Context: an optimization exercise on an open-source flow, tuned for small area, a short achievable clock period and few clock cycles per item. The choices shown serve that exercise and are no tape-out recipe. Where RTL was checked, it was by simulation tests only, not by an equivalence proof against the original.

==> job 7675 <==
==> flow/design.v (excerpt) <==
module asm_framesync (
    input  wire        clk,
    input  wire        rst,
    input  wire        cmd_valid,
    output wire        cmd_ready,
    input  wire [1:0]  cmd_op,
    input  wire [7:0]  cmd_data,
    input  wire [63:0] cfg_marker,
    input  wire [6:0]  cfg_width,
    input  wire [16:0] cfg_framebits,
    input  wire [6:0]  cfg_t0,
    input  wire [6:0]  cfg_t1,
    input  wire [6:0]  cfg_t2,
    input  wire [6:0]  cfg_ts,
    input  wire [7:0]  cfg_g,
    input  wire [7:0]  cfg_b,
    input  wire [7:0]  cfg_sl,
    output reg         rsp_valid,
    output reg  [7:0]  rsp_wmask,
    output reg  [7:0]  rsp_wdata,
    output reg  [7:0]  rsp_start,
    output reg  [7:0]  rsp_done,
    output wire [1:0]  rsp_state,
    output wire        rsp_pol,
    output wire [6:0]  rsp_lastd,
    output wire        rsp_lastv,
    output wire        rsp_lasta
);
export LEC_CHECK = 0
export CAP_MARGIN = 20
export CORE_MARGIN = 2
export CORE_UTILIZATION = 40
export SLEW_MARGIN = 20
create_clock -name core_clock -period 12.0 [get_ports {clk}]
run.sh (not shown) runs the stock make flow with config.mk's settings and CLKGATE_MAP_FILE= SYNTH_SCRIPT=/design/flow/synth_recipe.tcl, a recipe that flattens the netlist after the stock synthesis.
==> inputs of job 1987, as changes to job 7675 <==
--- a/flow/design.v
+++ b/flow/design.v
@@ -52,21 +52,21 @@
                 r = (a[x] & ~bb[x]) | (a[x] & r) | (~bb[x] & r);
             gt8 = r;
         end
     endfunction
     reg [63:0] m;
     reg [6:0]  n;
     reg [6:0]  t0, t1, t2, ts;
-    reg [13:0] fdec;         
+    reg [13:0] fhi;          
     reg [63:16] mask;        
     reg [6:0]  nt1, nt2, nts;    
     reg [8:2]  ple;          
     reg [7:0]  g, b, sl;
     reg        s2_v;
-    assign cmd_ready = !(cmd_op == OP_RESET && s2_v);
+    assign cmd_ready = !(cmd_op[1] & !cmd_op[0] & s2_v);
     wire accept = cmd_valid && cmd_ready && !rst;
     reg [62:0] cursor;       
     reg [6:0]  rem;          
     function [63:0] therm(input [6:0] w);
         integer x;
         reg [15:0] lo;
         reg [4:0]  hlt, heq;
@@ -1857,15 +1857,16 @@
     reg [6:0]  nr;           
     reg        lastv, lasta;
     assign rsp_state = state;
     assign rsp_pol   = pol;
     assign rsp_lastd = linv ? nr - lastdn : lastdn;
     assign rsp_lastv = lastv;
     assign rsp_lasta = lasta;
-    wire [16:0] p   = {fdec, 3'd0} + 17'd8 - {10'd0, n};    
+    wire [13:0] fdec = fhi - 14'd1;
+    wire [16:0] p   = {fhi, 3'd0} - {10'd0, n};    
     wire [6:0]  nt0 = n - t0;
     wire        xbig = |cm[16:7];
     wire [7:0]  xw = {1'b0, cm[6:0]} - {1'b0, n};
     reg [8:1]  acqn, acqi;
     reg [8:1]  kv, e_oh, gt_e, srch, acq, a_oh, s_oh, below;
     reg        stepping, is_byte, locked0, has_e, has_a, any_srch, acc, near, goes_ns;
     reg [6:0]  dn_e, dn_a, dn_k, thr_a, thr_s;
@@ -2051,17 +2052,16 @@
         s3_acqn <= {!gt7(dist8, t0), !gt7(dist7, t0), !gt7(dist6, t0), !gt7(dist5, t0),
                     !gt7(dist4, t0), !gt7(dist3, t0), !gt7(dist2, t0), !gt7(dist1, t0)};
         s3_acqi <= {!gt7(nt0, dist8), !gt7(nt0, dist7), !gt7(nt0, dist6), !gt7(nt0, dist5),
                     !gt7(nt0, dist4), !gt7(nt0, dist3), !gt7(nt0, dist2), !gt7(nt0, dist1)};
         if (rst) begin
             m  <= 64'h0000_0000_1ACF_FC1D;
             n  <= 7'd32;
-            fdec <= 14'd1023;
+            fhi <= 14'd1024;
             mask <= therm(7'd32) >> 16;
-            nt1 <= 7'd31; nt2 <= 7'd20; nts <= 7'd20;
             t0 <= 7'd0;  t1 <= 7'd1;  t2 <= 7'd12; ts <= 7'd12;
             g  <= 8'd5;  b  <= 8'd5;  sl <= 8'd2;
             rem <= 7'd32;
             s2_v <= 1'b0;
             s3_v <= 1'b0;
         end else begin
             s2_v <= accept;
@@ -2075,18 +2075,16 @@
                     OP_BIT: begin
                         cursor <= {cursor[61:0], cmd_data[0]};
                         rem    <= (rem > 7'd1) ? rem - 7'd1 : 7'd0;
                     end
                     OP_RESET: begin
                         m  <= cfg_marker;
                         n  <= cfg_width;
-                        fdec <= cfg_framebits[16:3] - 14'd1;
+                        fhi <= cfg_framebits[16:3];
                         mask <= therm(cfg_width) >> 16;
-                        nt1 <= cfg_width - cfg_t1; nt2 <= cfg_width - cfg_t2;
-                        nts <= cfg_width - cfg_ts;
                         t0 <= cfg_t0; t1 <= cfg_t1; t2 <= cfg_t2; ts <= cfg_ts;
                         g  <= cfg_g;  b  <= cfg_b;  sl <= cfg_sl;
                         rem <= cfg_width;
                     end
                     default: ;
                 endcase
             end
@@ -2095,14 +2093,17 @@
             state <= ST_NOSYNC; pol <= 1'b0; wr <= 1'b0;
             good <= 8'd0; bad <= 8'd0; sub <= 8'd0;
             cm <= 17'd0; qz <= 1'b1;
             lastdn <= 7'd0; linv <= 1'b0; lastv <= 1'b0; lasta <= 1'b0;
             nr <= rst ? 7'd32 : n;
             for (k = 2; k <= 8; k = k + 1)
                 ple[k] <= rst ? 1'b1 : (p >= k);
+            nt1 <= rst ? 7'd31 : n - t1;
+            nt2 <= rst ? 7'd20 : n - t2;
+            nts <= rst ? 7'd20 : n - ts;
         end else begin
             state <= state_n; pol <= pol_n; wr <= wr_n;
             good <= good_n; bad <= bad_n; sub <= sub_n;
             cm <= cm_n; qz <= qz_n;
             lastdn <= lastdn_n; linv <= linv_n; lastv <= lastv_n; lasta <= lasta_n;
         end
         rsp_valid <= s3_v && !rst;
==> flow/flow/run.sh (new file) <==
#!/bin/bash
# The standard layout, with timing repair aimed below the clock period:
# repair_timing works on paths until their setup slack reaches the margin.
# The clock, its period and the I/O constraints are the design's.
set -euo pipefail
bash standard.sh SETUP_SLACK_MARGIN=7.5 finish > layout.log 2>&1
==> flow/standard.sh (new file) <==
#!/bin/bash
# synth_recipe.tcl (not shown) runs the flow's synth.tcl, then flattens the netlist and writes it again
# the make line also repeats each setting of config.mk as NAME=value (left out here)
make -C /OpenROAD-flow-scripts/flow DESIGN_CONFIG=/design/flow/config.mk WORK_HOME=/design/flow/orfs CLKGATE_MAP_FILE= SYNTH_SCRIPT=/design/flow/synth_recipe.tcl "${@:-finish}"
removed: flow/run.sh
==> inputs of job 194, as changes to job 7675 <==
--- a/flow/design.v
+++ b/flow/design.v
@@ -52,21 +52,21 @@
                 r = (a[x] & ~bb[x]) | (a[x] & r) | (~bb[x] & r);
             gt8 = r;
         end
     endfunction
     reg [63:0] m;
     reg [6:0]  n;
     reg [6:0]  t0, t1, t2, ts;
-    reg [13:0] fdec;         
+    reg [13:0] fhi;          
     reg [63:16] mask;        
     reg [6:0]  nt1, nt2, nts;    
     reg [8:2]  ple;          
     reg [7:0]  g, b, sl;
     reg        s2_v;
-    assign cmd_ready = !(cmd_op == OP_RESET && s2_v);
+    assign cmd_ready = !(cmd_op[1] & !cmd_op[0] & s2_v);
     wire accept = cmd_valid && cmd_ready && !rst;
     reg [62:0] cursor;       
     reg [6:0]  rem;          
     function [63:0] therm(input [6:0] w);
         integer x;
         reg [15:0] lo;
         reg [4:0]  hlt, heq;
@@ -1857,15 +1857,16 @@
     reg [6:0]  nr;           
     reg        lastv, lasta;
     assign rsp_state = state;
     assign rsp_pol   = pol;
     assign rsp_lastd = linv ? nr - lastdn : lastdn;
     assign rsp_lastv = lastv;
     assign rsp_lasta = lasta;
-    wire [16:0] p   = {fdec, 3'd0} + 17'd8 - {10'd0, n};    
+    wire [13:0] fdec = fhi - 14'd1;
+    wire [16:0] p   = {fhi, 3'd0} - {10'd0, n};    
     wire [6:0]  nt0 = n - t0;
     wire        xbig = |cm[16:7];
     wire [7:0]  xw = {1'b0, cm[6:0]} - {1'b0, n};
     reg [8:1]  acqn, acqi;
     reg [8:1]  kv, e_oh, gt_e, srch, acq, a_oh, s_oh, below;
     reg        stepping, is_byte, locked0, has_e, has_a, any_srch, acc, near, goes_ns;
     reg [6:0]  dn_e, dn_a, dn_k, thr_a, thr_s;
@@ -2051,17 +2052,16 @@
         s3_acqn <= {!gt7(dist8, t0), !gt7(dist7, t0), !gt7(dist6, t0), !gt7(dist5, t0),
                     !gt7(dist4, t0), !gt7(dist3, t0), !gt7(dist2, t0), !gt7(dist1, t0)};
         s3_acqi <= {!gt7(nt0, dist8), !gt7(nt0, dist7), !gt7(nt0, dist6), !gt7(nt0, dist5),
                     !gt7(nt0, dist4), !gt7(nt0, dist3), !gt7(nt0, dist2), !gt7(nt0, dist1)};
         if (rst) begin
             m  <= 64'h0000_0000_1ACF_FC1D;
             n  <= 7'd32;
-            fdec <= 14'd1023;
+            fhi <= 14'd1024;
             mask <= therm(7'd32) >> 16;
-            nt1 <= 7'd31; nt2 <= 7'd20; nts <= 7'd20;
             t0 <= 7'd0;  t1 <= 7'd1;  t2 <= 7'd12; ts <= 7'd12;
             g  <= 8'd5;  b  <= 8'd5;  sl <= 8'd2;
             rem <= 7'd32;
             s2_v <= 1'b0;
             s3_v <= 1'b0;
         end else begin
             s2_v <= accept;
@@ -2075,18 +2075,16 @@
                     OP_BIT: begin
                         cursor <= {cursor[61:0], cmd_data[0]};
                         rem    <= (rem > 7'd1) ? rem - 7'd1 : 7'd0;
                     end
                     OP_RESET: begin
                         m  <= cfg_marker;
                         n  <= cfg_width;
-                        fdec <= cfg_framebits[16:3] - 14'd1;
+                        fhi <= cfg_framebits[16:3];
                         mask <= therm(cfg_width) >> 16;
-                        nt1 <= cfg_width - cfg_t1; nt2 <= cfg_width - cfg_t2;
-                        nts <= cfg_width - cfg_ts;
                         t0 <= cfg_t0; t1 <= cfg_t1; t2 <= cfg_t2; ts <= cfg_ts;
                         g  <= cfg_g;  b  <= cfg_b;  sl <= cfg_sl;
                         rem <= cfg_width;
                     end
                     default: ;
                 endcase
             end
@@ -2095,14 +2093,17 @@
             state <= ST_NOSYNC; pol <= 1'b0; wr <= 1'b0;
             good <= 8'd0; bad <= 8'd0; sub <= 8'd0;
             cm <= 17'd0; qz <= 1'b1;
             lastdn <= 7'd0; linv <= 1'b0; lastv <= 1'b0; lasta <= 1'b0;
             nr <= rst ? 7'd32 : n;
             for (k = 2; k <= 8; k = k + 1)
                 ple[k] <= rst ? 1'b1 : (p >= k);
+            nt1 <= rst ? 7'd31 : n - t1;
+            nt2 <= rst ? 7'd20 : n - t2;
+            nts <= rst ? 7'd20 : n - ts;
         end else begin
             state <= state_n; pol <= pol_n; wr <= wr_n;
             good <= good_n; bad <= bad_n; sub <= sub_n;
             cm <= cm_n; qz <= qz_n;
             lastdn <= lastdn_n; linv <= linv_n; lastv <= lastv_n; lasta <= lasta_n;
         end
         rsp_valid <= s3_v && !rst;
==> flow/flow/run.sh (new file) <==
#!/bin/bash
# The standard layout, with timing repair aimed below the clock period:
# repair_timing works on paths until their setup slack reaches the margin.
# The clock, its period and the I/O constraints are the design's.
set -euo pipefail
bash standard.sh SETUP_SLACK_MARGIN=8 TNS_END_PERCENT=5 finish > layout.log 2>&1
==> flow/standard.sh (new file) <==
#!/bin/bash
# synth_recipe.tcl (not shown) runs the flow's synth.tcl, then flattens the netlist and writes it again
# the make line also repeats each setting of config.mk as NAME=value (left out here)
make -C /OpenROAD-flow-scripts/flow DESIGN_CONFIG=/design/flow/config.mk WORK_HOME=/design/flow/orfs CLKGATE_MAP_FILE= SYNTH_SCRIPT=/design/flow/synth_recipe.tcl "${@:-finish}"
removed: flow/run.sh
==> flow_summary_export.csv <==
group,metric,value,unit
route,vias,34500,
yosys,ys_top_cells_by_area,"dfxtp_1 21%, fa_1 20%, xor2_1 9.1%",
yosys,synth_common_cells,"575 x inv_1, 567 x nand2_1, 472 x dfxtp_1, 472 x xor2_1, 453 x fa_1",
status,status,"no timing/DRC/antenna violations",
floorplan,well_tap_count,1500,
final_layout,buffers_excl_clock,313,
final_layout,clock_area_share,4.69,%
route,viasPerCell,5.27,
-- figures above: job 194

==> flow_summary_export.csv <==
group,metric,value,unit
job,maxCapViolCount,0,
final_layout,clock_area_share,4.41,%
yosys,synth_common_cells,"575 x inv_1, 567 x nand2_1, 472 x dfxtp_1, 472 x xor2_1, 453 x fa_1",
route,viasPerCell,5.29,
floorplan,well_tap_count,1500,
timing,hold_viol,0,
route,vias,34600,
status,status,"no timing/DRC/antenna violations",
final_layout,buffers_excl_clock,321,
-- figures above: job 1987

==> flow_summary_export.csv <==
group,metric,value,unit
route,vias,34900,
status,status,"no timing/DRC/antenna violations",
yosys,ys_top_cells_by_area,"dfxtp_1 21%, fa_1 20%, xor2_1 8.8%",
final_layout,buffers_excl_clock,238,
floorplan,well_tap_count,1512,
-- figures above: job 7675

Testbench counts of job 7675, summed over its fixed seeds: cycles 46,029, bytes 45,869.
Function not checked in job 1987 and job 194: the RTL went through the layout flow alone.

==> re-timing with driven ports <==
No port has a modelled driver above. Below, the same layouts with a new extraction and two added sets of constraints. Step 1, drivers: a clkbuf_16 drives clk and a buf_2 each remaining input, both assumed. Step 2 moves the port delays by t, midway between the first and last clock arrival at a register: inputs arrive t later, outputs are due t later. That takes back most of the time a late clock gives input paths. Three values: no drivers, after step 1, after step 2; two values: the first two.
| run | shift t [ns] | slack for setup (ns) | worst hold slack (ns) | worst register clock-pin slew, ns | pins driven straight from the clock port |
|---|---|---|---|---|---|
| job 7675 | 0.702 | 5.295 / 5.226 / 5.226 | 0.321 / 0.321 / 0.321 | 0.06 / 0.06 | 1 |
| job 1987 | 0.722 | 6.738 / 6.644 / 6.644 | 0.331 / 0.331 / 0.331 | 0.07 / 0.07 | 1 |
| job 194 | 0.722 | 6.666 / 6.585 / 6.585 | 0.321 / 0.321 / 0.321 | 0.07 / 0.07 | 1 |
After both steps every run listed still meets setup and hold. For job 1987, which loses most, drivers alone change the setup slack by -0.094 ns; drivers and shift together by -0.094 ns.
